This is an optimization exercise on Yosys and OpenROAD, whose aim is small area, a short achievable clock period and few clock cycles per item, not a production implementation. Only simulation tests tie the RTL to the original design; equivalence was not proved.

[config.mk]
export PLATFORM = sky130hd
export DESIGN_NAME = dxt_codec
export DESIGN_NICKNAME = dxt_codec
export VERILOG_FILES = /design/flow/design.v
export SDC_FILE = /design/flow/constraint.sdc
export NUM_CORES = 8
export LEC_CHECK = 0
export CAP_MARGIN = 20
export CORE_MARGIN = 2
export CORE_UTILIZATION = 40
export SLEW_MARGIN = 20
[constraint.sdc]
create_clock -name core_clock -period 20.0 [get_ports {clk}]
set_input_delay 4.0000 -clock core_clock [delete_from_list [all_inputs] [get_ports {clk}]]
set_output_delay 4.0000 -clock core_clock [all_outputs]
set_load 0.01 [all_outputs]
[design.v]
module dxt_codec (
    input  wire         clk,
    input  wire         rst,
    input  wire         in_valid,
    output wire         in_ready,
    input  wire [2:0]   in_op,
    input  wire [511:0] in_data,
    output wire         out_valid,
    input  wire         out_ready,
    output wire [511:0] out_data
);
    localparam OP_ENC1  = 3'd0;
    localparam OP_ENC5  = 3'd1;
    localparam OP_DEC1  = 3'd2;
    localparam OP_DEC1A = 3'd3;
    localparam OP_DEC3  = 3'd4;
    localparam OP_DEC5  = 3'd5;
    localparam S_IDLE   = 3'd0;
    localparam S_DEC    = 3'd1;
    localparam S_MINMAX = 3'd2;
    localparam S_PAL    = 3'd3;
    localparam S_IDX    = 3'd4;
    localparam S_PACK   = 3'd5;
    localparam S_OUT    = 3'd6;
    reg  [2:0]   state;
    reg  [3:0]   cnt;
    reg  [2:0]   op;
    reg  [511:0] tile;
    reg  [511:0] result;
    assign in_ready  = (state == S_IDLE);
    assign out_valid = (state == S_OUT);
    assign out_data  = result;
    wire         dec_is1   = (op == OP_DEC1) || (op == OP_DEC1A);
    wire         has_alpha = (op == OP_DEC1A);
    wire [63:0]  cblk      = dec_is1 ? tile[63:0] : tile[127:64];
    wire [15:0]  c0        = cblk[15:0];
    wire [15:0]  c1        = cblk[31:16];
    wire [31:0]  cidx      = cblk[63:32];
    wire [23:0]  p0;    
    wire [23:0]  p1;
    expand565 u_exp0 (.c(c0), .rgb(p0));
    expand565 u_exp1 (.c(c1), .rgb(p1));
    wire         four_col = (c0 > c1) || !has_alpha;
    reg  [23:0]  dq2, dq3;
    reg  [127:0] dpal;         
    integer ch;
    always @(*) begin
        for (ch = 0; ch < 3; ch = ch + 1) begin
            if (four_col) begin
                dq2[8*ch +: 8] = (2 * p0[8*ch +: 8] + p1[8*ch +: 8]) / 3;
                dq3[8*ch +: 8] = (p0[8*ch +: 8] + 2 * p1[8*ch +: 8]) / 3;
            end else begin
                dq2[8*ch +: 8] = ({2'b00, p0[8*ch +: 8]} + {2'b00, p1[8*ch +: 8]}) / 2;
                dq3[8*ch +: 8] = 8'd0;
            end
        end
        dpal[31:0]   = {8'd255, p0};
        dpal[63:32]  = {8'd255, p1};
        dpal[95:64]  = {8'd255, dq2};
        dpal[127:96] = {four_col ? 8'd255 : 8'd0, dq3};
    end
    wire [7:0]   da0 = tile[7:0];
    wire [7:0]   da1 = tile[15:8];
    reg  [63:0]  dap;          
    integer k;
    always @(*) begin
        dap[7:0]  = da0;
        dap[15:8] = da1;
        if (da0 > da1) begin
            for (k = 0; k < 6; k = k + 1)
                dap[8*(k+2) +: 8] = ((6 - k) * da0 + (k + 1) * da1) / 7;
        end else begin
            for (k = 0; k < 4; k = k + 1)
                dap[8*(k+2) +: 8] = ((4 - k) * da0 + (k + 1) * da1) / 5;
            dap[55:48] = 8'd0;
            dap[63:56] = 8'd255;
        end
    end
    reg  [511:0] dec_tile;
    integer i;
    reg  [31:0]  px;
    reg  [3:0]   nib;
    always @(*) begin
        for (i = 0; i < 16; i = i + 1) begin
            px = dpal[32*cidx[2*i +: 2] +: 32];
            if (op == OP_DEC3) begin
                nib = tile[4*i +: 4];
                px[31:24] = {nib, nib};
            end else if (op == OP_DEC5) begin
                px[31:24] = dap[8*tile[16 + 3*i +: 3] +: 8];
            end
            dec_tile[32*i +: 32] = px;
        end
        if (op == 3'd6 || op == 3'd7)
            dec_tile = 512'd0;
    end
    reg  [511:0] mx_l, mn_l;
    reg  [31:0]  mx, mn;
    integer lvl, j, n;
    always @(*) begin
        mx_l = tile;
        mn_l = tile;
        n = 16;
        for (lvl = 0; lvl < 4; lvl = lvl + 1) begin
            n = n / 2;
            for (j = 0; j < 8; j = j + 1) begin
                if (j < n) begin
                    for (ch = 0; ch < 4; ch = ch + 1) begin
                        mx_l[32*j + 8*ch +: 8] = (mx_l[64*j + 8*ch +: 8] > mx_l[64*j + 32 + 8*ch +: 8])
                                               ? mx_l[64*j + 8*ch +: 8] : mx_l[64*j + 32 + 8*ch +: 8];
                        mn_l[32*j + 8*ch +: 8] = (mn_l[64*j + 8*ch +: 8] < mn_l[64*j + 32 + 8*ch +: 8])
                                               ? mn_l[64*j + 8*ch +: 8] : mn_l[64*j + 32 + 8*ch +: 8];
                    end
                end
            end
        end
        mx = mx_l[31:0];
        mn = mn_l[31:0];
    end
    reg  [31:0]  hi, lo;            
    wire [15:0]  ecol0 = {hi[7:3], hi[15:10], hi[23:19]};
    wire [15:0]  ecol1 = {lo[7:3], lo[15:10], lo[23:19]};
    reg  [23:0]  e2, e3;
    always @(*) begin
        for (ch = 0; ch < 3; ch = ch + 1) begin
            e2[8*ch +: 8] = (2 * hi[8*ch +: 8] + lo[8*ch +: 8]) / 3;
            e3[8*ch +: 8] = (hi[8*ch +: 8] + 2 * lo[8*ch +: 8]) / 3;
        end
    end
    reg  [95:0]  pal_c;        
    reg  [63:0]  pal_a;        
    reg  [63:0]  ea;
    always @(*) begin
        ea[7:0]  = hi[31:24];
        ea[15:8] = lo[31:24];
        for (k = 0; k < 6; k = k + 1)
            ea[8*(k+2) +: 8] = ((6 - k) * hi[31:24] + (k + 1) * lo[31:24]) / 7;
    end
    wire [31:0]  cur = tile[32*cnt +: 32];
    reg  [17:0]  cd;
    reg  [17:0]  cbest_d;
    reg  [1:0]   cbest;
    reg  [7:0]   df;
    reg  [8:0]   ad;
    reg  [8:0]   abest_d;
    reg  [2:0]   abest;
    always @(*) begin
        cbest   = 2'd0;
        cbest_d = 18'd0;
        for (k = 0; k < 4; k = k + 1) begin
            cd = 18'd0;
            for (ch = 0; ch < 3; ch = ch + 1) begin
                df = (cur[8*ch +: 8] > pal_c[24*k + 8*ch +: 8]) ? cur[8*ch +: 8] - pal_c[24*k + 8*ch +: 8]
                                                                : pal_c[24*k + 8*ch +: 8] - cur[8*ch +: 8];
                cd = cd + df * df;
            end
            if (k == 0 || cd < cbest_d) begin
                cbest   = k;
                cbest_d = cd;
            end
        end
        abest   = 3'd0;
        abest_d = 9'd0;
        for (k = 0; k < 8; k = k + 1) begin
            ad = (cur[31:24] > pal_a[8*k +: 8]) ? cur[31:24] - pal_a[8*k +: 8] : pal_a[8*k +: 8] - cur[31:24];
            if (k == 0 || ad < abest_d) begin
                abest   = k;
                abest_d = ad;
            end
        end
    end
    reg  [31:0]  cidx_acc;
    reg  [47:0]  aidx_acc;
    always @(posedge clk) begin
        if (rst) begin
            state <= S_IDLE;
            cnt   <= 4'd0;
        end else begin
            case (state)
                S_IDLE: if (in_valid) begin
                    op    <= in_op;
                    tile  <= in_data;
                    state <= (in_op == OP_ENC1 || in_op == OP_ENC5) ? S_MINMAX : S_DEC;
                end
                S_DEC: begin
                    result <= dec_tile;
                    state  <= S_OUT;
                end
                S_MINMAX: begin
                    hi    <= mx;
                    lo    <= mn;
                    state <= S_PAL;
                end
                S_PAL: begin
                    pal_c <= {e3, e2, lo[23:0], hi[23:0]};
                    pal_a <= ea;
                    cnt   <= 4'd0;
                    state <= S_IDX;
                end
                S_IDX: begin
                    cidx_acc[2*cnt +: 2] <= cbest;
                    aidx_acc[3*cnt +: 3] <= abest;
                    cnt <= cnt + 4'd1;
                    if (cnt == 4'd15)
                        state <= S_PACK;
                end
                S_PACK: begin
                    if (op == OP_ENC1)
                        result <= {448'd0, cidx_acc, ecol1, ecol0};
                    else
                        result <= {384'd0, cidx_acc, ecol1, ecol0, aidx_acc, lo[31:24], hi[31:24]};
                    state <= S_OUT;
                end
                S_OUT: if (out_ready)
                    state <= S_IDLE;
                default: state <= S_IDLE;
            endcase
        end
    end
endmodule
module expand565 (
    input  wire [15:0] c,
    output wire [23:0] rgb
);
    assign rgb[7:0]   = {c[15:11], c[15:13]};
    assign rgb[15:8]  = {c[10:5],  c[10:9]};
    assign rgb[23:16] = {c[4:0],   c[4:2]};
endmodule
[run.sh]
#!/bin/bash
# synth_recipe.tcl (not shown) runs the flow's synth.tcl, then flattens the netlist and writes it again
# the make line also repeats each setting of config.mk as NAME=value (left out here)
make -C /OpenROAD-flow-scripts/flow DESIGN_CONFIG=/design/flow/config.mk WORK_HOME=/design/flow/orfs CLKGATE_MAP_FILE= SYNTH_SCRIPT=/design/flow/synth_recipe.tcl finish
==> impl_metrics.env <==
export IMPL_synth_top_cell_area_share=0.2365
export IMPL_yosysMostFrequentCell="inv_1"
export IMPL_die_area_um2=427700
export IMPL_antenna_found_initial=157
export IMPL_synth_top_area_cell="edfxtp_1"
export IMPL_slowest_stage="mux4_2"
export IMPL_slowest_delay_ps=660
export IMPL_synth_seq_cells=1338
export IMPL_wl_per_cell_um=30.76
export IMPL_hold_start="cnt[3]"
export IMPL_clockBufferDepth=4
export IMPL_track_usage=0.3576
export IMPL_worstPathRequired_ps=20740
export IMPL_finalWeightedCongestion=1.016
export IMPL_r2r_end="cidx_acc[5]"
export IMPL_grt_pass1_vias=148500
export IMPL_rr_worst_depth=77
export IMPL_maxSlewHeadroom=0.1280
export IMPL_fp_row_count=238
export IMPL_clk_pin_slew_worst_paths_ps=70
export IMPL_htreeDepth=4
export IMPL_cts_buffers=174
export IMPL_seq_area_frac_synth=0.2374
export IMPL_arrival_ps=19330
export IMPL_crit_type="flip-flop to flip-flop"
export IMPL_ant_nets=0
export IMPL_min_to="cnt[3]"
export IMPL_via_count=161500
export IMPL_vias_per_cell=6.259
export IMPL_start_util=0.4019
export IMPL_hold_viol=0
export IMPL_cts_sinks=1338
export IMPL_maxCapViolCount=0
export IMPL_status="complete, no violations"
export IMPL_drc_errors=0
export IMPL_grt_pass1_wl_um=1098000
export IMPL_fp_coreArea_um2=420500
export IMPL_finalCriticalPeriod_ps=18580
export IMPL_cts_tree="done"
export IMPL_synth_enable_flop_cells=1331
export IMPL_syn2layout_area_growth_pct=14.85
export IMPL_r2r_slack_ps=1420
export IMPL_synthesis_area_um2=169000
export IMPL_slew_viol_final=0
export IMPL_hold_depth=2
export IMPL_dp_hpwl_um=630800
export IMPL_drive_above_1_share=0.08588
export IMPL_clk_latency_ps=970
export IMPL_synth_flop_cell="edfxtp_1"
export IMPL_synth_cell_types=148
export IMPL_crit_top_cell="a21oi_1"
export IMPL_yosys_warnings=1
export IMPL_worstMarginPinSlew_ps=1294
export IMPL_cts_root_buf="clkbuf_16"
export IMPL_finalSetupViolCount=0
export IMPL_nets=22810
export IMPL_postSynthNetCount=22020
export IMPL_gr_total_overflow=0
export IMPL_crit_fanout=60
export IMPL_io_pins=1033
export IMPL_r2r_start="cnt[1]"
export IMPL_grt_max_degree=173
export IMPL_die_w_um=654.0
export IMPL_place_ws_ps=1043
export IMPL_dr_pass1_iters=11
export IMPL_synth_commonest_cells="inv_1 (2,076), ha_1 (1,774), nor2_1 (1,539)"
export IMPL_hold_class="flip-flop to flip-flop"
export IMPL_die_y_um=654.0
export IMPL_fillers=40730
export IMPL_setup_ws_ps=1417
export IMPL_portBuffers=1032
export IMPL_ys_top_cells_by_area="edfxtp_1 (24%), ha_1 (13%), fa_1 (7.6%), mux2i_1 (5.2%), mux4_2 (4.9%)"
export IMPL_drt_wl_total_um=793800
export IMPL_end_kind="flip-flop"
export IMPL_synthCells=19080
export IMPL_min_period_over_period=0.9292
export IMPL_hold_ws_ps=550.8
export IMPL_async_reset_ff_frac=0
export IMPL_syn_area_per_cell_um2=8.854
export IMPL_max_clock_freq_ghz=0.05381
export IMPL_drt_iter0_markers=22300
export IMPL_cp_start_kind="flip-flop"
export IMPL_finClkSkew_ps=80.47
-- flip-flops by register name, indices dropped and copies added, names as in the netlist --
signal and cells:
cnt 4, lo 32, tile 512, hi 32
result 512, pal_c 96, op 3, state 3
aidx_acc 48, cidx_acc 32, pal_a 64
-- cells in the final DEF (no fill, tap or decap), drive strengths merged, types with 212 or more instances in the layout --
cell type and instances:
nor2b 220, edfxtp 1331, a211oi 399, nand3 286
a31oi 212, inv 2097, a21oi 1443, xnor2 432
ha 1774, nor3 270, o21ai 1279, a21o 452
mux4 365, nand2 1410, mux2i 885, buf 524
nor2 1540, clkdlybuf4s50 1032, fa 639, o21a 255
-- layer usage --
metal | track usage | up-vias | share of wire
met5 | 0.003735 | - | 0.00093
met3 | 0.1069 | 2175 | 0.12
met1 | 0.4634 | 77960 | 0.39
met4 | 0.2603 | 64 | 0.087
met2 | 0.5021 | 10060 | 0.40
li1 | - | 71280 | -
-- cell type report --
| cell class | instances | area [µm²] | share of cell area |
|---|---|---|---|
| Sequential cell | 1338 | 40120 | 0.2067 |
| Timing Repair Buffer | 1556 | 14510 | 0.07478 |
| Clock buffer | 205 | 4587 | 0.02363 |
| Antenna cell | 152 | 380.4 | 0.001960 |
| Clock inverter | 111 | 1247 | 0.006428 |
| Tap cell | 5640 | 7057 | 0.03636 |
| Multi-Input combinational cell | 14710 | 118300 | 0.6096 |
| Inverter | 2094 | 7865 | 0.04053 |
-- how the worst max path moves through the flow --
stage / from / end / slack (ps) / cells past startpoint
CTS: cnt[0] / cidx_acc[20] / 1010 / 77
finish: cnt[1] / cidx_acc[5] / 1420 / 77
detailed placement: cnt[0] / cidx_acc[28] / 1040 / 77
global route: cnt[0] / aidx_acc[42] / -30 / 100
global placement: cnt[0] / cidx_acc[6] / 1010 / 75
floorplan: cnt[0] / aidx_acc[46] / 2220 / 108
-- per-stage QoR --
stage          instances  utilization  area [µm²]  setup TNS, ps
5_1_grt            25750       0.4612      193900         -38.94
6_report           25810       0.4616      194100              0
3_3_place_gp       25320       0.4459      187500              0
4_1_cts            25640       0.4600      193400              0
3_5_place_dp       25320       0.4461      187600              0
2_1_floorplan      19080            -      169000              0
-- critical path: cells and delay by family (launching register included) --
family | cells | cell delay [ps]
DFF | 1 | 470
and+or+nand+nor | 19 | 2510
AOI/OAI and AO/OA | 28 | 5160
buffers and inverters | 11 | 1950
muxes | 4 | 2020
adders and majority gates | 13 | 5360
xor gates and xnor gates | 2 | 750
-- cells by family (layout without fill, tap and decap cells) --
| logic type | count (synthesis) | count (layout) | share of synthesized area |
|---|---|---|---|
| XOR/XNOR | 581 | 581 | 0.03082 |
| multiplexers | 1374 | 1374 | 0.1093 |
| other | 0 | 152 | 0 |
| AO/OA/AOI/OAI | 5572 | 5572 | 0.2154 |
| flip-flops | 1338 | 1338 | 0.2374 |
| adder cells (fa/ha/maj) | 2440 | 2440 | 0.2087 |
| AND/OR/NAND/NOR | 4746 | 4746 | 0.1304 |
| buffers and inverters | 3033 | 3966 | 0.06800 |
-- repair_timing --
action,4_1_cts,5_1_grt
resized for setup,0,16
buffers inserted,0,12
endpoints found under the setup margin,0,80
hold buffers,0,0
Testbench counts, summed over its fixed seeds: cycles 52,500, items 4,000.

==> afterwards: timing with drivers on the ports <==
The flow's constraints put no driver on any port. The routed layout listed below was extracted and timed again, unchanged, in two steps. Step 1 assumes that a clkbuf_16 drives the clock port and a buf_2 every other input. Step 2 adds t to the input delays and takes it off the output delays; t is the mean of the earliest and latest rising clock arrival at the registers after step 1. Input paths then give back, and output paths get back, about the clock's delay inside the block. a / b / c = ideal / step 1 / step 2; a / b = the first two.
t (ns): 1.067
setup slack, ns: 1.417 / 1.417 / 1.417
hold slack, ns: 0.551 / 0.551 / 0.551
worst register clock-pin slew, ns: 0.08 / 0.08
After both steps setup and hold are still met in this run. For this run, drivers alone change the setup slack by 0.000 ns; drivers and shift together by 0.000 ns.
